Source: an optimization exercise on an open RTL-to-GDS flow (aim: small area, a short achievable clock period and few clock cycles per item). Production flows keep margins and buffers that such runs may drop.
Function was checked by simulation only, so behaviour that the tests miss may differ from the original.
Power figures rest on the tool's default switching activity, not on a simulated workload.

==> design/flow/design.v <==
module slrb_rx (
    input             clk,
    input             rst,
    input             cfg_valid,
    input      [14:0] cfg_word,
    input      [7:0]  cfg_ikey,
    input      [7:0]  cfg_ckey,
    input      [3:0]  cfg_init_sn,
    input      [31:0] cfg_init_hfn,
    output     [1:0]  life,
    input             pdu_valid,
    output            pdu_ready,
    input      [31:0] pdu_sdu_id,
    input      [3:0]  pdu_sn,
    input      [3:0]  pdu_len,
    input      [63:0] pdu_payload,
    input             pdu_corrupted,
    input      [31:0] pdu_count_in,
    input      [1:0]  pdu_verified_in,
    output            rsp_valid,
    output reg        rsp_accept,
    output reg [1:0]  rsp_verified,
    output reg [3:0]  rsp_status,
    output reg [31:0] rsp_count,
    output reg [4:0]  rsp_ndrain,
    output reg        dlv_valid,
    output reg [31:0] dlv_sdu_id,
    output reg [31:0] dlv_count,
    output reg [3:0]  dlv_len,
    output reg [63:0] dlv_body,
    output reg [15:0] st_delivered,
    output reg [15:0] st_integ,
    output reg [15:0] st_dup,
    output     [4:0]  st_buffered
);
    localparam VER_NA    = 2'd0;
    localparam VER_TRUE  = 2'd1;
    localparam VER_FALSE = 2'd2;
    localparam S_BUFFERED  = 4'd5;
    localparam S_DELIVERED = 4'd6;
    localparam S_D_CORRUPT = 4'd7;
    localparam S_D_SHORT   = 4'd10;
    localparam S_D_INTEG   = 4'd11;
    localparam S_D_DUP     = 4'd12;
    localparam RC_FAR = 2'd0;
    localparam RC_M1  = 2'd1;
    localparam RC_Z   = 2'd2;
    localparam RC_P1  = 2'd3;
    integer i;
    reg [1:0] life_r;
    reg       c_ien;
    reg       c_cen;
    reg [1:0] c_s;        
    reg [7:0] c_ikey;
    reg [7:0] c_kb;       
    reg [5:0] c_bsum;     
    reg [4:0] c_bxor;     
    assign life = life_r;
    wire [4:0]  cfg_snbits   = cfg_word[12:8];
    reg  [3:0]  cfg_max_sn;
    reg         cfg_hfn_ok;
    reg  [31:0] cfg_hs;        
    always @(*) begin
        case (cfg_snbits[1:0])
            2'd1: begin cfg_max_sn = 4'd1; cfg_hfn_ok = (cfg_init_hfn[31]    == 1'b0);
                        cfg_hs = {cfg_init_hfn[30:0], 1'b0}; end
            2'd2: begin cfg_max_sn = 4'd3; cfg_hfn_ok = (cfg_init_hfn[31:30] == 2'd0);
                        cfg_hs = {cfg_init_hfn[29:0], 2'b0}; end
            2'd3: begin cfg_max_sn = 4'd7; cfg_hfn_ok = (cfg_init_hfn[31:29] == 3'd0);
                        cfg_hs = {cfg_init_hfn[28:0], 3'b0}; end
            default: begin cfg_max_sn = 4'd15; cfg_hfn_ok = (cfg_init_hfn[31:28] == 4'd0);
                        cfg_hs = {cfg_init_hfn[27:0], 4'b0}; end
        endcase
    end
    wire cfg_ok = (!cfg_word[6] || cfg_word[13]) &&
                  (!cfg_word[7] || cfg_word[14]) &&
                  (cfg_snbits >= 5'd1) && (cfg_snbits <= 5'd4) &&
                  (cfg_init_sn <= cfg_max_sn) && cfg_hfn_ok;
    wire cfg_take = cfg_valid && (life_r == 2'd0);
    reg [3:0]  max_sn;
    reg [3:0]  win;
    reg [4:0]  one_s;     
    always @(*) begin
        case (c_s)
            2'd0: begin max_sn = 4'd1;  win = 4'd1; one_s = 5'd2;  end
            2'd1: begin max_sn = 4'd3;  win = 4'd2; one_s = 5'd4;  end
            2'd2: begin max_sn = 4'd7;  win = 4'd4; one_s = 5'd8;  end
            default: begin max_sn = 4'd15; win = 4'd8; one_s = 5'd16; end
        endcase
    end
    reg [3:0]  ne_sn;
    reg        ld_valid;
    reg [31:0] hs;        
    reg [1:0]  ini;       
    reg        inc_d;     
    reg [7:0]  fq_kb, fq_bs, fq_bx;   
    reg        fqv;       
    reg [7:0]  kb_m, kb_z, kb_p;    
    reg [7:0]  bs_m, bs_z, bs_p;    
    reg [7:0]  bx_m, bx_z, bx_p;    
    reg [15:0] rb_valid;
    reg [31:0] rb_sdu  [0:15];
    reg [1:0]  rb_off  [0:15];
    reg [3:0]  rb_len  [0:15];
    reg [63:0] rb_body [0:15];
    reg [4:0]  nbuf;
    reg        nm_r;      
    reg        wb;
    reg [3:0]  wb_slot;
    reg [1:0]  wb_off;
    reg [3:0]  rc_sn [0:15];
    reg [1:0]  rc_st [0:15];
    reg [3:0]  rc_wp;
    reg        p_valid;
    reg [31:0] p_sdu;       
    reg [3:0]  p_sn;
    reg [3:0]  p_len;
    reg [63:0] p_payload;   
    reg        p_corrupted;
    reg        p_up;        
    reg        p_dn;        
    reg        p_ino;       
    reg [7:0]  p_ksb;       
    reg [4:0]  p_kshi1;     
    reg [7:0]  p_ms;        
    reg [7:0]  p_mx;        
    reg [3:0]  p_tm;        
    reg        dr;          
    reg        rsp_v;
    assign rsp_valid   = rsp_v;
    assign st_buffered = nbuf;
    assign pdu_ready = (life_r == 2'd1) && (ini == 2'd0) && fqv &&
                       !(nm_r && (dr || (p_valid && p_ino)));
    wire take = pdu_valid && pdu_ready;
    wire [31:0] hs_p1 = hs + {27'd0, one_s};
    wire [31:0] hs_m1 = hs - {27'd0, one_s};
    wire [31:0] hs_p2 = hs_p1 + {27'd0, one_s};
    wire [31:0] hs_m2 = hs_m1 - {27'd0, one_s};
    wire        hs_zero = (hs == 32'd0);
    wire        hs_p1_zero = (hs_p1 == 32'd0);
    reg  [31:0] f_in;
    always @(*) begin
        case (ini)
            2'd3:    f_in = hs_m1;
            2'd2:    f_in = hs;
            2'd1:    f_in = hs_p1;
            default: f_in = hs_p2;
        endcase
    end
    wire [7:0] f_kb = c_kb + f_in[7:0];
    wire [7:0] f_bs = f_in[31:24] + f_in[23:16] + f_in[15:8] + f_in[7:0] + {2'b00, c_bsum};
    wire [7:0] f_bx = f_in[31:24] ^ f_in[23:16] ^ f_in[15:8] ^ f_in[7:0] ^ {3'b000, c_bxor};
    wire [3:0] ne_m1 = (ne_sn - 4'd1) & max_sn;
    wire [3:0] ne_p1 = (ne_sn + 4'd1) & max_sn;
    wire [3:0] ne_p2 = (ne_sn + 4'd2) & max_sn;
    wire       inc_a = (ne_sn == 4'd0) && ld_valid;    
    function [8:0] rlims;
        input [3:0] rf;
        input [3:0] w;
        begin
            rlims = {(rf > w) ? (rf - w) : 4'd0, {1'b0, rf} + {1'b0, w} + 5'd1};
        end
    endfunction
    wire       hz_e = inc_d ? hs_p1_zero : hs_zero;
    wire [8:0] lim_n = rlims(ld_valid ? ne_m1 : ne_sn, win);
    wire [8:0] lim_a = rlims(ne_sn, win);
    wire [1:0] cl_n = {pdu_sn < lim_n[8:5], ({1'b0, pdu_sn} >= lim_n[4:0]) && !hz_e};
    wire [1:0] cl_a = {pdu_sn < lim_a[8:5],
                       ({1'b0, pdu_sn} >= lim_a[4:0]) && !(inc_a ? hs_p1_zero : hz_e)};
    wire [7:0] kb_A = inc_d ? kb_z : kb_m;
    wire [7:0] kb_B = inc_d ? kb_p : kb_z;
    wire [7:0] kb_C = inc_d ? fq_kb : kb_p;
    wire [7:0] bs_A = inc_d ? bs_z : bs_m;
    wire [7:0] bs_B = inc_d ? bs_p : bs_z;
    wire [7:0] bs_C = inc_d ? fq_bs : bs_p;
    wire [7:0] bx_A = inc_d ? bx_z : bx_m;
    wire [7:0] bx_B = inc_d ? bx_p : bx_z;
    wire [7:0] bx_C = inc_d ? fq_bx : bx_p;
    function [28:0] cand;
        input [7:0] kb, bs, bx;
        input [3:0] sn;
        reg   [7:0] k;
        begin
            k    = kb + {4'd0, sn};
            cand = {k[7:3] + 5'd1, k, bs + {4'd0, sn}, bx ^ {4'd0, sn}};
        end
    endfunction
    wire [28:0] q_A = cand(kb_A, bs_A, bx_A, pdu_sn);
    wire [28:0] q_B = cand(kb_B, bs_B, bx_B, pdu_sn);
    wire [28:0] q_C = cand(kb_C, bs_C, bx_C, pdu_sn);
    wire [28:0] q_D = cand(fq_kb, fq_bs, fq_bx, pdu_sn);
    wire [28:0] q_n = cl_n[1] ? q_C : cl_n[0] ? q_A : q_B;
    wire [28:0] q_a = inc_a ? (cl_a[1] ? q_D : cl_a[0] ? q_B : q_C)
                            : (cl_a[1] ? q_C : cl_a[0] ? q_A : q_B);
    wire [3:0]  tm_in = pdu_len - 4'd4;
    wire [3:0]  tm = {c_ien && tm_in > 4'd3 && tm_in < 4'd8, c_ien && tm_in > 4'd2 && tm_in < 4'd8,
                      c_ien && tm_in > 4'd1 && tm_in < 4'd8, c_ien && tm_in > 4'd0 && tm_in < 4'd8};
    wire       ino_n = (pdu_sn == ne_sn);
    wire       ino_a = (pdu_sn == ne_p1);
    wire        c_up = p_up;
    wire        c_dn = p_dn;
    wire [31:0] hs_sel    = inc_d ? (c_up ? hs_p2 : c_dn ? hs : hs_p1)
                                  : (c_up ? hs_p1 : c_dn ? hs_m1 : hs);
    wire [31:0] rec_count = hs_sel | {28'd0, p_sn};
    wire [1:0]  c_st      = c_up ? RC_P1 : c_dn ? RC_M1 : RC_Z;
    wire [4:0] ksb_hi  = p_ksb[7:3];
    wire [4:0] ksb_hi1 = p_kshi1;
    reg  [3:0] ks_lo;
    reg  [63:0] data;
    always @(*) begin
        for (i = 0; i < 8; i = i + 1) begin
            ks_lo = {1'b0, p_ksb[2:0]} + i[3:0];
            data[8*i +: 8] = p_payload[8*i +: 8] ^
                             (c_cen ? {(ks_lo[3] ? ksb_hi1 : ksb_hi), ks_lo[2:0]} : 8'd0);
        end
    end
    wire       too_short = (p_len < 4'd4);
    wire [3:0] tag_pos   = p_len - 4'd4;
    wire [3:0] body_len  = c_ien ? tag_pos : p_len;
    reg [63:0] body;
    reg [7:0]  t0, t1, t2, t3;
    always @(*) begin
        for (i = 0; i < 8; i = i + 1)
            body[8*i +: 8] = (i < body_len) ? data[8*i +: 8] : 8'd0;
        t0 = data[8*tag_pos[2:0] +: 8];
        t1 = data[8*(tag_pos[2:0] + 3'd1) +: 8];
        t2 = data[8*(tag_pos[2:0] + 3'd2) +: 8];
        t3 = data[8*(tag_pos[2:0] + 3'd3) +: 8];
    end
    wire [7:0] b0 = data[7:0]   & {8{p_tm[0]}};
    wire [7:0] b1 = data[15:8]  & {8{p_tm[1]}};
    wire [7:0] b2 = data[23:16] & {8{p_tm[2]}};
    wire [7:0] b3 = data[31:24] & {8{p_tm[3]}};
    wire [7:0] nt1 = ~t1;
    wire [7:0] s1a = b0 ^ b1 ^ b2;
    wire [7:0] c1a = {(b0[6:0] & b1[6:0]) | (b0[6:0] & b2[6:0]) | (b1[6:0] & b2[6:0]), 1'b0};
    wire [7:0] s1b = p_ms ^ b3 ^ nt1;
    wire [7:0] c1b = {(p_ms[6:0] & b3[6:0]) | (p_ms[6:0] & nt1[6:0]) | (b3[6:0] & nt1[6:0]), 1'b1};
    wire [7:0] s2a = s1a ^ c1a ^ s1b;
    wire [7:0] c2a = {(s1a[6:0] & c1a[6:0]) | (s1a[6:0] & s1b[6:0]) | (c1a[6:0] & s1b[6:0]), 1'b0};
    wire [7:0] sx  = s2a ^ c2a ^ c1b;
    wire [7:0] sy  = {(s2a[6:0] & c2a[6:0]) | (s2a[6:0] & c1b[6:0]) | (c2a[6:0] & c1b[6:0]), 1'b0};
    wire [7:0] need_c = sx ^ sy;
    wire [7:0] gen_c  = {sx[6:0] | sy[6:0], 1'b0};
    wire       sum_ok = (need_c == gen_c);
    wire [7:0] msg_xor = p_mx ^ b0 ^ b1 ^ b2 ^ b3;
    wire [7:0] msg_len = 8'd6 + {4'd0, body_len};
    wire       tag_ok  = (t0 == c_ikey) && sum_ok && (t2 == msg_len) && (t3 == msg_xor);
    reg dup_hit;
    always @(*) begin
        dup_hit = 1'b0;
        for (i = 0; i < 16; i = i + 1)
            if (rc_st[i] != RC_FAR && rc_st[i] == (inc_d ? c_st + 2'd1 : c_st) &&
                !(inc_d && c_st == RC_P1) && rc_sn[i] == p_sn)
                dup_hit = 1'b1;
    end
    wire integ_fail = c_ien && (too_short || !tag_ok);
    wire acc_pre    = !p_corrupted && !dup_hit &&
                      (!c_ien || (!too_short && (t0 == c_ikey) && (t2 == msg_len) && (t3 == msg_xor)));
    wire accept     = acc_pre && (!c_ien || sum_ok);
    wire dlv_now    = p_valid && accept && p_ino;
    wire store_now  = p_valid && accept && !p_ino;
    wire adv     = dlv_now || dr;
    wire hfn_inc = adv && (ne_sn == 4'd0) && ld_valid;
    wire nm_adv  = (c_s != 2'd0) && rb_valid[ne_p2];
    wire nm_stay = rb_valid[ne_p1] || (store_now && p_sn == ne_p1);
    wire [4:0] nbuf_p1 = nbuf ^ {&nbuf[3:0], &nbuf[2:0], &nbuf[1:0], nbuf[0], 1'b1};
    wire [4:0] nbuf_m1 = nbuf ^ {~|nbuf[3:0], ~|nbuf[2:0], ~|nbuf[1:0], ~nbuf[0], 1'b1};
    wire [1:0]  d_off = rb_off[ne_sn];
    reg  [31:0] d_hs;
    always @(*) begin
        case (d_off)
            2'd0:    d_hs = hs;
            2'd1:    d_hs = hs_p1;
            2'd2:    d_hs = hs_m2;
            default: d_hs = hs_m1;
        endcase
    end
    always @(posedge clk) begin
        p_sdu       <= pdu_corrupted ? pdu_count_in : pdu_sdu_id;
        p_sn        <= pdu_sn;
        p_len       <= pdu_len;
        p_payload   <= pdu_corrupted ? {62'd0, pdu_verified_in} : pdu_payload;
        p_corrupted <= pdu_corrupted;
        p_up        <= adv ? cl_a[1] : cl_n[1];
        p_dn        <= adv ? cl_a[0] : cl_n[0];
        p_ino       <= adv ? ino_a : ino_n;
        {p_kshi1, p_ksb, p_ms, p_mx} <= adv ? q_a : q_n;
        p_tm        <= tm;
        if (wb) begin
            rb_sdu[wb_slot]  <= dlv_sdu_id;
            rb_len[wb_slot]  <= dlv_len;
            rb_body[wb_slot] <= dlv_body;
        end
        wb_slot <= p_sn;
        wb_off  <= c_st - 2'd2;       
        for (i = 0; i < 16; i = i + 1) begin
            if (wb && wb_slot == i[3:0])
                rb_off[i] <= wb_off;
            else if (inc_d)
                rb_off[i] <= rb_off[i] - 2'd1;
        end
        for (i = 0; i < 16; i = i + 1) begin
            if (p_valid && accept && rc_wp == i[3:0]) begin
                rc_sn[i] <= p_sn;
                rc_st[i] <= c_st;
            end else if (inc_d && rc_st[i] != RC_FAR) begin
                rc_st[i] <= rc_st[i] - 2'd1;
            end
        end
        if (p_valid) begin
            dlv_sdu_id <= p_sdu;
            dlv_count  <= rec_count;
            dlv_len    <= body_len;
            dlv_body   <= body;
        end else begin
            dlv_sdu_id <= rb_sdu[ne_sn];
            dlv_count  <= d_hs | {28'd0, ne_sn};
            dlv_len    <= rb_len[ne_sn];
            dlv_body   <= rb_body[ne_sn];
        end
        if (p_valid) begin
            rsp_ndrain <= {4'd0, dlv_now};
            if (p_corrupted) begin
                rsp_accept   <= 1'b0;
                rsp_verified <= p_payload[1:0];
                rsp_status   <= S_D_CORRUPT;
                rsp_count    <= p_sdu;
            end else begin
                rsp_count <= rec_count;
                if (integ_fail) begin
                    rsp_accept   <= 1'b0;
                    rsp_verified <= VER_FALSE;
                    rsp_status   <= too_short ? S_D_SHORT : S_D_INTEG;
                end else begin
                    rsp_accept   <= !dup_hit;
                    rsp_verified <= c_ien ? VER_TRUE : VER_NA;
                    rsp_status   <= dup_hit ? S_D_DUP : p_ino ? S_DELIVERED : S_BUFFERED;
                end
            end
        end else if (dr) begin
            rsp_ndrain <= rsp_ndrain + 5'd1;
        end
        if (ini == 2'd3) begin
            kb_m <= f_kb; bs_m <= f_bs; bx_m <= f_bx;
        end
        if (ini == 2'd2) begin
            kb_z <= f_kb; bs_z <= f_bs; bx_z <= f_bx;
        end
        if (ini == 2'd1) begin
            kb_p <= f_kb; bs_p <= f_bs; bx_p <= f_bx;
        end
        if (inc_d) begin
            kb_m <= kb_z; bs_m <= bs_z; bx_m <= bx_z;
            kb_z <= kb_p; bs_z <= bs_p; bx_z <= bx_p;
            kb_p <= fq_kb; bs_p <= fq_bs; bx_p <= fq_bx;
        end
        fq_kb <= f_kb; fq_bs <= f_bs; fq_bx <= f_bx;
        if (rst) begin
            life_r       <= 2'd0;
            p_valid      <= 1'b0;
            dr           <= 1'b0;
            rsp_v        <= 1'b0;
            dlv_valid    <= 1'b0;
            rb_valid     <= 16'd0;
            nbuf         <= 5'd0;
            nm_r         <= 1'b0;
            wb           <= 1'b0;
            rc_wp        <= 4'd0;
            st_delivered <= 16'd0;
            st_integ     <= 16'd0;
            st_dup       <= 16'd0;
            ne_sn        <= 4'd0;
            ld_valid     <= 1'b0;
            hs           <= 32'd0;
            ini          <= 2'd0;
            inc_d        <= 1'b0;
            fqv          <= 1'b0;
            for (i = 0; i < 16; i = i + 1)
                rc_st[i] <= RC_FAR;
        end else begin
            if (cfg_take) begin
                life_r   <= cfg_ok ? 2'd1 : 2'd2;
                begin
                    c_ien    <= cfg_word[6];
                    c_cen    <= cfg_word[7];
                    c_s      <= cfg_snbits[1:0] - 2'd1;
                    c_ikey   <= cfg_ikey;
                    c_kb     <= cfg_ckey + {cfg_word[4:0], 3'b000} + {cfg_word[5], 6'd0};
                    c_bsum   <= {1'b0, cfg_word[4:0]} + {5'd0, cfg_word[5]};
                    c_bxor   <= cfg_word[4:0] ^ {4'd0, cfg_word[5]};
                    ne_sn    <= cfg_init_sn;
                    ld_valid <= 1'b0;
                    hs       <= cfg_hs;
                    ini      <= 2'd3;
                end
            end else if (ini != 2'd0) begin
                ini <= ini - 2'd1;
            end
            p_valid   <= take;
            dlv_valid <= adv;
            wb        <= store_now;
            rsp_v     <= (p_valid && !(dlv_now && nm_r)) || (dr && !nm_r);
            dr        <= dr ? nm_r : (dlv_now && nm_r);
            nm_r      <= adv ? nm_adv : nm_stay;
            if (store_now)
                rb_valid[p_sn] <= 1'b1;
            if (dr)
                rb_valid[ne_sn] <= 1'b0;
            if (store_now && !rb_valid[p_sn])
                nbuf <= nbuf_p1;
            else if (dr)
                nbuf <= nbuf_m1;
            if (p_valid && accept)
                rc_wp <= rc_wp + 4'd1;
            if (adv) begin
                ld_valid     <= 1'b1;
                ne_sn        <= ne_p1;
                st_delivered <= st_delivered + 16'd1;
            end
            inc_d <= hfn_inc;
            fqv   <= (ini == 2'd0) && !cfg_take;
            if (inc_d)
                hs <= hs_p1;
            if (p_valid && !p_corrupted && integ_fail)
                st_integ <= st_integ + 16'd1;
            if (p_valid && !p_corrupted && !integ_fail && dup_hit)
                st_dup <= st_dup + 16'd1;
        end
    end
endmodule
==> design/flow/flow/run.sh <==
#!/bin/bash
set -euo pipefail
cd "$(dirname "$0")/.."
export SETUP_SLACK_MARGIN=15.5
bash standard.sh > flow_standard.log 2>&1
==> design/flow/standard.sh <==
#!/bin/bash
# synth_recipe.tcl (not shown) runs the flow's synth.tcl, then flattens the netlist and writes it again
# the make line also repeats each setting of config.mk as NAME=value (left out here)
make -C /OpenROAD-flow-scripts/flow DESIGN_CONFIG=/design/flow/config.mk WORK_HOME=/design/flow/orfs CLKGATE_MAP_FILE= SYNTH_SCRIPT=/design/flow/synth_recipe.tcl "${@:-finish}"
==> design/flow/config.mk <==
export PLATFORM = sky130hd
export DESIGN_NAME = slrb_rx
export DESIGN_NICKNAME = slrb_rx
export VERILOG_FILES = /design/flow/design.v
export SDC_FILE = /design/flow/constraint.sdc
export NUM_CORES = 4
export LEC_CHECK = 0
export CAP_MARGIN = 20
export CORE_MARGIN = 2
export CORE_UTILIZATION = 65
export CTS_CLUSTER_DIAMETER = 70
export CTS_CLUSTER_SIZE = 28
export SLEW_MARGIN = 20
==> design/flow/constraint.sdc <==
create_clock -name core_clock -period 22.0 [get_ports {clk}]
set_input_delay 4.4000 -clock core_clock [delete_from_list [all_inputs] [get_ports {clk}]]
set_output_delay 4.4000 -clock core_clock [all_outputs]
set_load 0.01 [all_outputs]
==> reports/results.ini, run 1 <==
[logic_synthesis]
synth_edf_count=1838
synthDominantCellAreaShare=0.508
yosysWarningCount=4
async_reset_ff_frac=0
syn_inst=7819
synthTopCellsByCount=edfxtp_1, nand2_1, mux4_2
synth_cell_types=128
synth_flop_cell=edfxtp_1
synth_area_leaders=edfxtp_1, mux4_2, dfxtp_1, xnor2_1, nand2_1
synth_area_per_cell_sq_um=13.9
seq_area_frac_synth=0.594
yosysMostFrequentCell=edfxtp_1
yosys.area.top_type=edfxtp_1
netlist_area_sq_mm=0.109
syn-num-nets=8264
ys_ff_latch=2302

[clock_tree]
clkLatencyLatePin_ns=0.91
cts_buffers=118
clockRootBuffer=clkbuf_16
htree_levels=3
clk_pin_slew_ns=0.09
clockBufferDepth=3
cts_tree=built
cts_sinks=2302

[placement]
place_area_sq_mm=0.115
dp.cells=10100
io_buffers=443
place_congestion=1.03
hpwl_um=220000

[routing]
wl_um=393000
wl_per_cell_um=37.1
drc_errors=0
drtAntennaViolNets=0
vias_per_cell=7.35
drt-initial-drc-count=13600
dr.pass1.iters=10
dr_total_vias=77900

[global_routing]
grt_util_all_layers=0.437
grt_first_pass_wirelength_um=529000
antenna_found_initial=36
grt_overflow=0
grt_pass1_vias=73100
grt_start_max_net_pins=140

[floorplanning]
start_util=0.657
ios=444
die_y_um=413
die_area_sq_mm=0.170
rows=149
coreArea_sq_mm=0.165
die_x_um=413

[critical_path]
cpMostUsedCell=fa_1
cpMaxStageDelayCell=or4_4
critPathMaxStageDelay_ns=0.53
crit_type=reg2reg
rr_worst_depth=27
worstPathRequired_ns=22.74
critical_path_buf_inv_count=5
arrival_ns=7.73
critical_path_depth=27
startpoint_type=flip-flop
cp-end-kind=flip-flop
cp_top_family=adder cells
path_max_fanout=7

[cells_and_area]
drive_gt1_frac=0.216
areaGrowthSynthToFinish_pct=14.8
fin_area_sq_mm=0.125
n_fill_cell=9452
final_cells=10600
fin_nets=8738

[outcome]
status=finished clean

[timing]
maxSlewViolCount=0
skew_ns=0.105
finalHoldViolCount=0
period_needed_ns=6.99
rsz0062_at_grt=yes
max_freq_ghz=0.143
finalSetupTns_ns=0
setup_viol=0
worst_slew_pin_slew_ns=1.34
period_share=0.318
slew_headroom=0.0988

[power_and_ir_drop]
leakage_uw=0.0419
vdd_drop_max_uv=109
power_uw=11400
power_density_mw_per_mm2=91.5

[hold_path]
min_path_type=reg2reg
hold_depth=0

[job]
maxCapViolations=0

==> metal layers <==
| layer | track usage | share of wire | vias to the layer above |
|---|---|---|---|
| li1 | - | - | 30700 |
| met1 | 0.576 | 0.33 | 38400 |
| met2 | 0.670 | 0.46 | 7187 |
| met3 | 0.113 | 0.14 | 1464 |
| met4 | 0.237 | 0.072 | 34 |
| met5 | 0 | 0.00067 | - |
==> state kept, by name, indices dropped and copies added (netlist names), 64 cells and up, named ones only <==
name and count:
rc_sn 64, rb_len 64, p_payload 64, dlv_body 64, rb_body 1024, rb_sdu 512
==> cell usage in the layout, fill, tap and decap left out, types with 109 or more instances in the layout <==
cell | netlist | layout
xnor2_1 | 301 | 274
mux4_2 | 529 | 529
a211oi_1 | 120 | 109
nand2_1 | 661 | 639
nor2b_1 | 126 | 125
a21oi_1 | 331 | 289
inv_1 | 231 | 204
clkbuf_16 | 0 | 126
dfxtp_1 | 464 | 347
nand3_1 | 140 | 132
edfxtp_1 | 1838 | 1838
xor2_1 | 182 | 168
buf_4 | 13 | 273
clkdlybuf4s50_1 | 0 | 407
mux2i_1 | 186 | 171
o21ai_0 | 338 | 272
nor2_1 | 433 | 412
ha_1 | 173 | 147
==> per-stage QoR <==
step	worst slack, ns	hold slack (ns)	utilization
finish	15.01	0.409	0.754
global route	14.85	0.422	0.754
CTS	15.15	0.405	0.740
detailed placement	13.20	0.366	0.698
global placement	13.28	0.376	0.697
floorplan	15.12	0.348	-
==> timing repair <==
item | CTS | global route
resized for setup | 437 | 334
pin swaps | 74 | 128
cloned | 15 | 10
hold buffers | 0 | 0
setup endpoints to repair | 351 | 279
buffers inserted | 138 | 80
==> final timing paths <==
path                               start      endpoint  slack (ns)
worst max-delay path            p_ksb[1]  rc_st[12][1]       15.01
worst min-delay path             c_kb[0]      fq_kb[0]        0.41
worst max register to register  p_ksb[1]  rc_st[12][1]       15.01
worst min register to register   c_kb[0]      fq_kb[0]        0.41
==> power by group <==
group | leakage [uW] | switching [uW] | internal, uW
Combinational | 0.0196 | 1920 | 1460
Clock | 0.00196 | 1600 | 1130
Sequential | 0.0204 | 311 | 4980
==> worst reg2reg max path: stages (launching register included) <==
cell        delay (ns)
dfxtp_4           0.43
clkinvlp_4        0.16
ha_4              0.19
a21oi_4           0.27
buf_6             0.19
mux2i_4           0.27
xnor2_2           0.11
mux2_4            0.29
mux2i_4           0.20
o221ai_4          0.13
fa_1              0.51
inv_1             0.05
fa_1              0.47
fa_1              0.52
ha_4              0.32
xor2_4            0.18
nand3_2           0.10
nor3_2            0.20
o2111ai_2         0.15
nor3_1            0.20
nand4_1           0.11
or4_4             0.53
o21a_4            0.31
nor3_4            0.19
buf_6             0.14
buf_12            0.13
and3_4            0.24
mux2_4            0.31
==> final cells by class <==
cell class / instances / area (sq um) / area share
inverters: 238 / 992 / 0.00796
clock buffers: 160 / 3140 / 0.0252
repair buffers: 833 / 8400 / 0.0674
multi-input cells: 4800 / 43700 / 0.350
flip-flops and latches: 2302 / 64700 / 0.519
diodes: 4 / 10.0 / 0.0000803
clock inverters: 66 / 968 / 0.00777
well taps: 2189 / 2740 / 0.0220
==> kinds of logic after synthesis <==
logic type,synth area share
flip-flops,0.594
AND/OR/NAND/NOR,0.0831
AO/OA/AOI/OAI,0.0804
multiplexers,0.141
buffers and inverters,0.0268
XOR/XNOR,0.0438
adder cells (fa/ha/maj),0.0314
Testbench counts, summed over its fixed seeds: cycles 4,372, items 3,583.
==> run 2: changes to the inputs <==
==> design/flow/flow/run.sh (replaced) <==
#!/bin/bash
set -euo pipefail
cd "$(dirname "$0")/.."
export SETUP_SLACK_MARGIN=15.5
export BUFFER_PORTS_ARGS="-buffer_cell sky130_fd_sc_hd__buf_1"
bash standard.sh > flow_standard.log 2>&1
==> run 2 against run 1 <==
Compared with the run above:
- register-to-register slack improved by 0.04 ns
- sequential cell count did not move
- still clean
- first-iteration DRC count shrank 18%
- sequential power about the same
- routed wire length decreased by 9.4%
- clock power shrank 3%
- cell count about the same
- highest routed layer unchanged
- die area unchanged
- critical endpoint is now st_delivered[6]
- clock skew down 0.042 ns
==> reports/results.ini, run 2 <==
[power_and_ir_drop]
pwr-share-seq=0.472  ; +0.008
switching_power_uw=3680  ; -4.0%
power_uw=11200  ; -2.2%
swShare=0.330  ; -0.00624
intPower_uw=7480  ; -1.3%
pwr-share-clk=0.236  ; -0.003
power_frac_comb=0.292  ; -0.005
power_density_mw_per_mm2=91.9  ; +0.51%
leakage_uw=0.0405  ; -3.3%
vdd_drop_max_uv=86.7  ; -20%

[routing]
vias_per_cell=7.08  ; -3.7%
dr_total_vias=75000  ; -3.7%
wl_per_cell_um=33.6  ; -9.4%
drt-initial-drc-count=11100  ; -18%
wl_um=356000  ; -9.4%
dr.pass1.iters=10  ; unchanged
drtAntennaViolNets=0  ; unchanged
wl_met3_um=45700  ; -15%
wl_met2_um=161000  ; -10%
highest_layer=met5
drc_errors=0  ; unchanged
routedLengthMet1_um=129000  ; -2.3%

[timing]
hold_ws_ns=0.409  ; +0.000743 ns
period_needed_ns=6.95  ; -0.0446 ns
worst_slew_pin_slew_ns=1.23  ; -0.112 ns
finalHoldViolCount=0  ; unchanged
setup_viol=0  ; unchanged
period_share=0.316  ; -0.00203
max_freq_ghz=0.144  ; +0.64%
finalSetupTns_ns=0  ; unchanged
maxSlewViolCount=0  ; unchanged
slew_headroom=0.171  ; +0.0722
skew_ns=0.0626  ; -0.0422 ns
rsz0062_at_grt=yes

[critical_path]
crit_type=reg2reg
cpMaxStageDelayCell=fa_2
reg2reg_to=st_delivered[6]
worstPathRequired_ns=22.70  ; -0.04 ns
rrSetupSlack_ns=15.06  ; +0.04 ns
arrival_ns=7.65  ; -0.08 ns
startpoint_type=flip-flop
critPathMaxStageDelay_ns=0.59  ; +0.06 ns
path_max_fanout=6  ; -1
rr_worst_depth=27  ; unchanged
rr_startpoint=p_ksb[1]
cp-end-kind=flip-flop

[hold_path]
hold_depth=0  ; unchanged
worstHoldStart=c_kb[0]
hold_end=fq_kb[0]
min_path_type=reg2reg

[logic_synthesis]
synth_cell_types=128  ; unchanged
synth_area_per_cell_sq_um=13.9  ; unchanged
syn_inst=7819  ; unchanged
yosysWarningCount=4  ; unchanged
yosys.area.top_type=edfxtp_1
synthTopCellsByCount=edfxtp_1, nand2_1, mux4_2
async_reset_ff_frac=0  ; unchanged
synth_flop_cell=edfxtp_1
seq_area_frac_synth=0.594  ; unchanged
yosysMostFrequentCell=edfxtp_1
synth_area_leaders=edfxtp_1, mux4_2, dfxtp_1, xnor2_1, nand2_1
syn-num-nets=8264  ; unchanged
synth_edf_count=1838  ; unchanged
synthDominantCellAreaShare=0.508  ; unchanged
netlist_area_sq_mm=0.109  ; unchanged
ys_ff_latch=2302  ; unchanged

[cells_and_area]
regMostFlops=rb_body
final_common_cell=edfxtp_1
fin_nets=8731  ; -0.080%
areaGrowthSynthToFinish_pct=11.8
top_regs=rb_body: 1024 flops, rb_sdu: 512 flops
fin_area_sq_mm=0.121  ; -2.7%
largest_reg_flops=1024  ; unchanged
mostFrequentLayoutCells=edfxtp_1, nand2_1, mux4_2, dfxtp_1, buf_1
n_fill_cell=10400  ; +9.9%
drive_gt1_frac=0.198  ; -0.0179

[placement]
place_congestion=1.04  ; +1.6%
io_buffers=443  ; unchanged
hpwl_um=216000  ; -2.0%
place_area_sq_mm=0.113  ; -2.4%

[clock_tree]
clockBufferDepth=3  ; unchanged
clkLatencyLatePin_ns=0.85  ; -0.06 ns
htree_levels=3  ; unchanged
cts_tree=built
clockRootBuffer=clkbuf_16
clk_pin_slew_ns=0.09  ; about the same
cts_sinks=2302  ; unchanged
cts_buffers=117  ; -0.85%

[floorplanning]
rows=149  ; unchanged
die_y_um=413  ; unchanged
ios=444  ; unchanged
start_util=0.657  ; unchanged
die_area_sq_mm=0.170  ; unchanged
die_x_um=413  ; unchanged
coreArea_sq_mm=0.165  ; unchanged

[job]
maxCapViolations=0  ; unchanged

[outcome]
status=finished clean

[global_routing]
grt_start_max_net_pins=114  ; -19%
grt_pass1_vias=71500  ; -2.2%
grt_overflow=0  ; unchanged
grt_util_all_layers=0.414  ; -0.0224
antenna_found_initial=28  ; -22%
grt_first_pass_wirelength_um=505000  ; -4.5%

==> run 2: cell counts after synthesis <==
No cell type changed its count.
==> run 2: how the worst max path moves through the flow <==
stage	startpoint	to	cells after the start
after floorplan	pdu_sn[0]	p_mx[7]	14
after global placement	p_ksb[1]	rc_st[12][1]	21
after detailed placement	p_ksb[1]	rc_st[5][1]	21
after CTS	p_ksb[1]	rc_st[6][1]	28
after global routing	p_ksb[1]	st_delivered[6]	29
final	p_ksb[1]	st_delivered[6]	27
==> run 2: cell type report <==
cell class	instances	area (sq um)	share of cell area
clock buffers	157	3200	0.0264
well taps	2189	2740	0.0226
multi-input cells	4799	43300	0.357
repair buffers	828	5680	0.0468
flip-flops and latches	2302	64500	0.532
diodes	14	35.0	0.000289
clock inverters	62	873	0.00720
inverters	238	986	0.00813
==> run 2: power by group through the flow <==
stage / Clock (uW) / Sequential [uW] / Combinational (uW)
finish: 2630 / 5260 / 3260
global route: 2770 / 5280 / 3440
CTS: 2640 / 5250 / 3020
detailed placement: 0 / 5340 / 2630
global placement: 0 / 5330 / 2590
floorplan: 0 / 5220 / 1840
==> run 2: repair_timing <==
item	CTS	global route
cloned	18	4
pin swaps	107	68
gates resized for setup	350	165
buffers inserted	168	53
endpoints found under the setup margin	249	238
hold buffers	0	0
==> run 2: cell families (layout without fill, tap and decap cells) <==
logic type,after synthesis,count (layout),synth area share
simple gates,1880,1884,0.0831
other cells,0,14,0
mux,846,846,0.141
buf+inv,722,1285,0.0268
flops,2302,2302,0.594
compound gates,1327,1327,0.0804
xor+xnor,507,507,0.0438
fa+ha+maj,235,235,0.0314
==> run 2: critical path, delay by kind of cell, from the launching register on <==
| kind | cells | cell delay, ns |
|---|---|---|
| AO/OA/AOI/OAI | 4 | 0.79 |
| AND/OR/NAND/NOR | 6 | 1.47 |
| XOR/XNOR | 2 | 0.30 |
| flip-flops | 1 | 0.40 |
| multiplexers | 3 | 1.08 |
| buffers and inverters | 7 | 0.89 |
| adder cells (fa/ha/maj) | 5 | 1.90 |
==> run 2: per-layer routing <==
layer / global-route usage / vias to the layer above
met1: 0.568 / 37600
li1: - / 30700
met2: 0.624 / 5592
met4: 0.193 / 18
met5: 0 / -
met3: 0.112 / 1057
==> run 2: per-stage QoR <==
| step | utilization | cells | setup WS [ns] |
|---|---|---|---|
| 2_1_floorplan | - | 7819 | 15.12 |
| 3_3_place_gp | 0.681 | 10100 | 13.62 |
| 3_5_place_dp | 0.681 | 10100 | 13.49 |
| 4_1_cts | 0.726 | 10500 | 15.21 |
| 5_1_grt | 0.734 | 10600 | 14.86 |
| 6_report | 0.734 | 10600 | 15.06 |
==> run 3: changes to the inputs <==
==> design/flow/flow/run.sh (replaced) <==
#!/bin/bash
set -euo pipefail
cd "$(dirname "$0")/.."
export SETUP_SLACK_MARGIN=15
export BUFFER_PORTS_ARGS="-buffer_cell sky130_fd_sc_hd__buf_1"
bash standard.sh > flow_standard.log 2>&1
--- a/design/flow/config.mk
+++ b/design/flow/config.mk
@@ -9,5 +9,5 @@
 export CORE_MARGIN = 2
 export CORE_UTILIZATION = 65
-export CTS_CLUSTER_DIAMETER = 70
-export CTS_CLUSTER_SIZE = 28
+export CTS_CLUSTER_DIAMETER = 60
+export CTS_CLUSTER_SIZE = 24
 export SLEW_MARGIN = 20
==> run 3 against run 2 <==
Compared with the run above:
- still clean on timing, DRC and antenna
- synthesized cell count is the same
- critical path depth shrank 4
- global-route usage shrank 0.97 points
- critical path type unchanged
- critical endpoint is now rc_st[1][1]
- largest power group unchanged
- highest routed layer unchanged
==> reports/results.ini, run 3 <==
[timing]
period_share=0.316  ; +0.000491
worst_slew_pin_slew_ns=1.24  ; +0.0114 ns
slew_headroom=0.163  ; -0.00769
finalSetupTns_ns=0  ; unchanged
period_needed_ns=6.96  ; +0.0108 ns
setup_viol=0  ; unchanged
finalHoldViolCount=0  ; unchanged
maxSlewViolCount=0  ; unchanged
skew_ns=0.0545  ; -0.00808 ns
rsz0062_at_grt=yes
max_freq_ghz=0.144  ; -0.15%

[clock_tree]
cts_buffers=149  ; +27%
cts_tree=built
clockBufferDepth=3  ; unchanged
hold_buffers=0  ; unchanged
clkLatencyLatePin_ns=0.88  ; +0.03 ns
clockRootBuffer=clkbuf_16
clk_pin_slew_ns=0.08  ; about the same
htree_levels=4  ; +1
cts_sinks=2302  ; unchanged

[global_routing]
grt_first_pass_wirelength_um=493000  ; -2.4%
grt_util_all_layers=0.405  ; -0.00967
antenna_found_initial=21  ; -25%
grt_pass1_vias=70100  ; -2.0%
grt_overflow=0  ; unchanged
grt_start_max_net_pins=110  ; -3.5%

[floorplanning]
die_x_um=413  ; unchanged
ios=444  ; unchanged
rows=149  ; unchanged
die_area_sq_mm=0.170  ; unchanged
die_y_um=413  ; unchanged
coreArea_sq_mm=0.165  ; unchanged
start_util=0.657  ; unchanged

[placement]
place_area_sq_mm=0.112  ; about the same
place_congestion=1.04  ; -0.73%
io_buffers=443  ; unchanged
hpwl_um=218000  ; +1.1%

[logic_synthesis]
synthDominantCellAreaShare=0.508  ; unchanged
synth-simple-area-share=0.0831  ; unchanged
seq_area_frac_synth=0.594  ; unchanged
yosys.area.top_type=edfxtp_1
ys_ff_latch=2302  ; unchanged
synth_compound_area_frac=0.0804  ; unchanged
synth_top_family_by_area=multiplexers
muxShareOfSynthArea=0.141  ; unchanged
synth_cell_types=128  ; unchanged
yosysMostFrequentCell=edfxtp_1
synthAdderAreaFrac=0.0314  ; unchanged
yosysWarningCount=4  ; unchanged
netlist_area_sq_mm=0.109  ; unchanged
synth_area_per_cell_sq_um=13.9  ; unchanged
syn_inst=7819  ; unchanged
async_reset_ff_frac=0  ; unchanged
synth_flop_cell=edfxtp_1
synthTopCellsByCount=edfxtp_1, nand2_1, mux4_2
synth_xor_area_frac=0.0438  ; unchanged
synth_edf_count=1838  ; unchanged
syn-num-nets=8264  ; unchanged
synth_area_leaders=edfxtp_1, mux4_2, dfxtp_1, xnor2_1, nand2_1

[critical_path]
cpMostUsedCell=fa_1
rr_worst_depth=23  ; -15%
cpMaxStageDelayCell=dfxtp_1
arrival_ns=7.69  ; +0.04 ns
crit_type=reg2reg
startpoint_type=flip-flop
rr_startpoint=p_ksb[6]
path_cells=mux2i_1, nor2_1, xnor2_2, mux2_2, mux2i_4, o221ai_2, fa_1, inv_1, fa_1, fa_1, ha_1, xor2_1, nand3_1, nor3_2, o2111ai_1, nor3_1, nand4_1, or4_4, o21a_4, nor3_4, buf_12, and3_4, mux2_1
path_max_fanout=14  ; +8
worstPathRequired_ns=22.74  ; +0.04 ns
rrSetupSlack_ns=15.04  ; about the same
cp-end-kind=flip-flop
critPathMaxStageDelay_ns=0.74  ; +0.15 ns
reg2reg_to=rc_st[1][1]

[routing]
drt-initial-drc-count=11100  ; -0.36%
wl_per_cell_um=33.1  ; -1.7%
drtAntennaViolNets=0  ; unchanged
dr_total_vias=73300  ; -2.3%
wl_met2_um=158000  ; -2.1%
dr.pass1.iters=14  ; +4
vias_per_cell=6.98  ; -1.5%
wl_met3_um=43500  ; -4.9%
drc_errors=0  ; unchanged
wl_um=347000  ; -2.5%
highest_layer=met5
routedLengthMet1_um=130000  ; +0.97%

[cells_and_area]
top_regs=rb_body: 1024 flops, rb_sdu: 512 flops
final-seq-area_sq_mm=0.0645  ; about the same
regMostFlops=rb_body
final_common_cell=edfxtp_1
fin_nets=8625  ; -1.2%
largest_reg_flops=1024  ; unchanged
n_fill_cell=10600  ; +2.2%
fin_area_sq_mm=0.120  ; -1.5%
drive_gt1_frac=0.172  ; -0.0258
mostFrequentLayoutCells=edfxtp_1, nand2_1, mux4_2, dfxtp_1, buf_1
multi_input_area_sq_mm=0.0422  ; -2.5%
areaGrowthSynthToFinish_pct=10.1

[outcome]
status=finished clean

[power_and_ir_drop]
vdd_drop_max_uv=94.0  ; +8.5%
power_density_mw_per_mm2=93.3  ; +1.5%
leakage_uw=0.0398  ; -1.9%

[job]
maxCapViolations=0  ; unchanged

[hold_path]
min_path_type=reg2reg
hold_depth=0  ; unchanged
hold_end=fq_kb[0]
worstHoldStart=c_kb[0]

==> run 3: layout make-up <==
class / instances / share of cell area
flip-flops and latches: 2302 / 0.540
well taps: 2189 / 0.0229
repair buffers: 692 / 0.0335
inverters: 238 / 0.00798
multi-input cells: 4797 / 0.353
clock buffers: 197 / 0.0346
clock inverters: 80 / 0.00832
diodes: 6 / 0.000126
==> run 3: layer usage <==
metal | vias up | track usage
met3 | 803 | 0.109
met1 | 36900 | 0.565
li1 | 30600 | -
met5 | - | 0
met2 | 5006 | 0.610
met4 | 18 | 0.160
==> run 3: what timing repair did <==
item | in CTS | in global routing
pin swaps | 8 | 36
gates cloned | 2 | 4
gates resized for setup | 105 | 100
setup buffers | 16 | 76
endpoints found under the setup margin | 241 | 214
==> run 3: stage by stage <==
stage | std cells | utilization | worst slack, ns | hold slack [ns] | total power [uW]
3_3_place_gp | 10100 | 0.680 | 13.40 | 0.401 | 7890
2_1_floorplan | 7819 | - | 15.01 | 0.348 | 7030
3_5_place_dp | 10100 | 0.680 | 13.37 | 0.378 | 7940
6_report | 10500 | 0.723 | 15.04 | 0.416 | 11200
4_1_cts | 10400 | 0.715 | 15.00 | 0.415 | 11000
5_1_grt | 10500 | 0.723 | 14.93 | 0.446 | 11500
==> run 3: where the power goes <==
group	internal, uW	switching (uW)	leakage [uW]	total, uW
Sequential	4980	287	0.0204	5260
Clock	1450	1580	0.00247	3030
Combinational	1120	1740	0.0169	2860
Total	7540	3610	0.0398	11200
==> run 3: worst max-delay path by stage <==
stage	from	end
2_1_floorplan	pdu_sn[0]	p_mx[7]
3_3_place_gp	pdu_sn[0]	p_mx[7]
3_5_place_dp	pdu_sn[0]	p_mx[7]
4_1_cts	p_ksb[2]	rc_st[1][1]
5_1_grt	p_ksb[1]	rc_st[1][1]
6_report	p_ksb[6]	rc_st[1][1]
==> run 3: logic make-up (layout without fill, tap and decap cells) <==
logic type / Yosys count / count (layout)
AO/OA/AOI/OAI: 1327 / 1327
XOR/XNOR: 507 / 507
adder cells (fa/ha/maj): 235 / 235
buffers and inverters: 722 / 1207
flip-flops: 2302 / 2302
multiplexers: 846 / 846
other: 0 / 6
AND/OR/NAND/NOR: 1880 / 1882
==> run 3: worst max-delay path, delay by kind of cell, from the launching register on <==
family | cells | cell delay [ns]
flip-flops | 1 | 0.74
adder cells (fa/ha/maj) | 4 | 1.81
buffers and inverters | 2 | 0.24
AO/OA/AOI/OAI | 3 | 0.59
multiplexers | 4 | 1.18
XOR/XNOR | 2 | 0.43
AND/OR/NAND/NOR | 8 | 1.83
==> run 4: changes to the inputs <==
==> design/flow/flow/run.sh (replaced) <==
#!/bin/bash
set -euo pipefail
cd "$(dirname "$0")/.."
export SETUP_SLACK_MARGIN=14.5
export BUFFER_PORTS_ARGS="-buffer_cell sky130_fd_sc_hd__buf_1"
bash standard.sh > flow_standard.log 2>&1
==> run 4 against run 3 <==
Compared with the run above:
- area after synthesis unchanged
- sequential power about the same
- synthesized cell count unchanged
- count of clock-buffer cells in the layout decreased by 2
- core utilization decreased by 0.61 points
- highest routed layer unchanged
==> reports/results.ini, run 4 <==
[routing]
wl_per_cell_um=34.0  ; +2.8%
drtAntennaViolNets=0  ; unchanged
dr_total_vias=74200  ; +1.3%
drt-initial-drc-count=11900  ; +7.2%
dr.pass1.iters=10  ; -4
vias_per_cell=7.11  ; +1.9%
drc_errors=0  ; unchanged
wl_um=355000  ; +2.2%

[hold_path]
min_path_type=reg2reg
hold_depth=2  ; +2
hold_end=dlv_sdu_id[26]
worstHoldStart=p_sdu[26]

[power_and_ir_drop]
vdd_drop_max_uv=114  ; +22%
power_uw=11200  ; +0.47%
leakage_uw=0.0395  ; -0.72%
power_density_mw_per_mm2=94.5  ; +1.3%

[timing]
skew_ns=0.0579  ; +0.00338 ns
hold_ws_ns=0.458  ; +0.0423 ns
setup_viol=0  ; unchanged
period_needed_ns=7.27  ; +0.314 ns
max_freq_ghz=0.138  ; -4.3%
rsz0062_at_grt=no
maxSlewViolCount=0  ; unchanged
finalHoldViolCount=0  ; unchanged
worst_slew_pin_slew_ns=1.20  ; -0.0374 ns
finalSetupTns_ns=0  ; unchanged
layout_setup_ws_ns=14.73  ; -0.314 ns
period_share=0.330  ; +0.0143
slew_headroom=0.189  ; +0.0252

[outcome]
status=finished clean

[clock_tree]
cts_buffers=153  ; +2.7%
clk_pin_slew_ns=0.09  ; about the same
clkLatencyLatePin_ns=0.84  ; -0.04 ns
cts_sinks=2302  ; unchanged
clockRootBuffer=clkbuf_16
clockBufferDepth=3  ; unchanged
htree_levels=4  ; unchanged
cts_tree=built
hold_buffers=0  ; unchanged

[logic_synthesis]
synthDominantCellAreaShare=0.508  ; unchanged
synth_xor_area_frac=0.0438  ; unchanged
synth_area_per_cell_sq_um=13.9  ; unchanged
seq_area_frac_synth=0.594  ; unchanged
synth_cell_types=128  ; unchanged
ys_ff_latch=2302  ; unchanged
synth_top_family_by_area=multiplexers
synthTopCellsByCount=edfxtp_1, nand2_1, mux4_2
syn_inst=7819  ; unchanged
synth_flop_cell=edfxtp_1
synth_edf_count=1838  ; unchanged
async_reset_ff_frac=0  ; unchanged
yosys.area.top_type=edfxtp_1
synth_compound_area_frac=0.0804  ; unchanged
netlist_area_sq_mm=0.109  ; unchanged
syn-num-nets=8264  ; unchanged
synthAdderAreaFrac=0.0314  ; unchanged
synth-simple-area-share=0.0831  ; unchanged
yosysMostFrequentCell=edfxtp_1
yosysWarningCount=4  ; unchanged
muxShareOfSynthArea=0.141  ; unchanged
synth_area_leaders=edfxtp_1, mux4_2, dfxtp_1, xnor2_1, nand2_1

[critical_path]
rr_worst_depth=24  ; +4.3%
arrival_ns=7.98  ; +0.29 ns
rrSetupSlack_ns=14.73  ; -0.31 ns
path_cells=inv_1, ha_1, a21oi_4, buf_12, mux2i_1, xnor2_1, mux4_2, o21ai_1, fa_1, fa_1, fa_1, ha_1, xor2_1, nand3_1, nor3_1, o2111ai_1, nor3_1, nand4_1, or4_4, o21a_4, nor3_4, buf_8, and3_2, mux2_2
critical_path_buf_inv_count=3  ; +1
startpoint_type=flip-flop
reg2reg_to=rc_st[5][1]
cpMostUsedCell=fa_1
crit_path_start=p_ksb[1]
cpMaxStageDelayCell=fa_1
worstPathRequired_ns=22.71  ; -0.03 ns
path_max_fanout=28  ; +14
rr_startpoint=p_ksb[1]
cp_top_family=adder cells
critPathMaxStageDelay_ns=0.57  ; -0.17 ns
cp-end-kind=flip-flop
crit_type=reg2reg

[placement]
place_congestion=1.03  ; -0.81%
hpwl_um=222000  ; +1.5%
dpl_worst_slack_ns=13.76  ; +0.389 ns
io_buffers=443  ; unchanged

[global_routing]
grt_first_pass_wirelength_um=504000  ; +2.2%
grt_overflow=0  ; unchanged
grt_util_all_layers=0.414  ; +0.00950
antenna_found_initial=27  ; +29%
grt_start_max_net_pins=145  ; +32%
grt_pass1_vias=70600  ; +0.66%

[floorplanning]
die_x_um=413  ; unchanged
ios=444  ; unchanged
rows=149  ; unchanged
die_area_sq_mm=0.170  ; unchanged
die_y_um=413  ; unchanged
start_util=0.657  ; unchanged
coreArea_sq_mm=0.165  ; unchanged

[cells_and_area]
final_common_cell=edfxtp_1
largest_reg_flops=1024  ; unchanged
mostFrequentLayoutCells=edfxtp_1, nand2_1, mux4_2, dfxtp_1, buf_1
drive_gt1_frac=0.157  ; -0.0148
areaGrowthSynthToFinish_pct=9.20
fin_nets=8558  ; -0.78%
regMostFlops=rb_body
top_regs=rb_body: 1024 flops, rb_sdu: 512 flops

[job]
maxCapViolations=0  ; unchanged

run 4: cell counts after synthesis:
No cell type changed its count.
run 4: what timing repair did:
action                     4_1_cts  5_1_grt
setup endpoints to repair      181      202
gates resized for setup         31       69
setup buffers                    1       15
pin swaps                        1        7
hold endpoints to repair         0        0
cloned                           0        2
run 4: worst max path at each step:
stage	endpoint	slack, ns	cells after the start
after floorplan	p_mx[7]	14.75	14
after detailed placement	p_mx[7]	13.76	15
after global placement	p_mx[7]	13.82	15
after global routing	bs_z[7]	14.48	28
final	rc_st[5][1]	14.73	24
after CTS	st_delivered[11]	14.50	25
run 4: stage by stage:
stage                      util  instance area, sq um  cells
after floorplan               -                109000   7819
after global placement    0.680                112000  10100
after detailed placement  0.680                113000  10100
after CTS                 0.714                118000  10400
after global routing      0.717                119000  10400
final                     0.717                119000  10400
run 4: worst register-to-register path, stage by stage (launching register included):
cell and delay [ns]:
dfxtp_4 0.40, inv_1 0.13, ha_1 0.26, a21oi_4 0.35, buf_12 0.17, mux2i_1 0.28
xnor2_1 0.18, mux4_2 0.48, o21ai_1 0.32, fa_1 0.51, fa_1 0.57, fa_1 0.42
ha_1 0.30, xor2_1 0.19, nand3_1 0.09, nor3_1 0.17, o2111ai_1 0.14, nor3_1 0.18
nand4_1 0.13, or4_4 0.48, o21a_4 0.29, nor3_4 0.22, buf_8 0.25, and3_2 0.33
mux2_2 0.36
run 4: metal layers:
metal  wire, um  up-vias  track usage  part of all wire
met3      47000      920        0.116              0.13
met4      16300       22        0.160             0.046
met1     131000    37200        0.581              0.37
li1           -    30400            -                 -
met2     160000     5708        0.620              0.45
met5        143        -            0           0.00040
run 4: cells by family after synthesis:
family / after synthesis
flops: 2302
compound gates: 1327
buf+inv: 722
mux: 846
simple gates: 1880
xor+xnor: 507
fa+ha+maj: 235
run 4: power by group:
part,internal [uW],switching (uW),leakage (uW),total (uW)
clock,1530,1630,0.00262,3160
sequential,4980,300,0.0204,5280
combinational,1050,1710,0.0165,2760
run 4: cell type report:
cell class                 instances  area, sq um
timing repair buffer             621         3250
clock inverter                    89         1260
antenna                           11         27.5
multi-input combinational       4797        41700
clock buffer                     195         4130
sequential                      2302        64500
tap                             2189         2740
inverter                         238          935
fill                           10400        46800

==> static timing again, ports no longer ideal <==
How much do the figures lean on ideal ports? The routed layouts below were timed once more, with nothing changed but the port constraints.
Step 1, drivers: a clkbuf_16 drives clk and a buf_2 each remaining input, both assumed.
Step 2 adds t to the input delays and takes it off the output delays; t is the mean of the earliest and latest rising clock arrival at the registers after step 1. Input paths then give back, and output paths get back, about the clock's delay inside the block.
Slacks: no drivers / after step 1 / after step 2; pairs: no drivers / after step 1.
run	t (ns)	setup slack, ns	worst setup path at the end	clock arrival spread, ns
run 1	0.950	15.010 / 15.010 / 14.300	input to register	0.111 / 0.110
run 2	0.915	15.055 / 15.055 / 14.483	input to register	0.071 / 0.071
run 3	0.952	15.044 / 14.977 / 14.340	input to register	0.056 / 0.056
run 4	0.908	14.730 / 14.730 / 13.974	input to register	0.064 / 0.064
After both steps setup and hold are still met in every run listed. The setup slack of run 4, which loses most, moves by 0.000 ns with the drivers and by -0.756 ns with both steps.
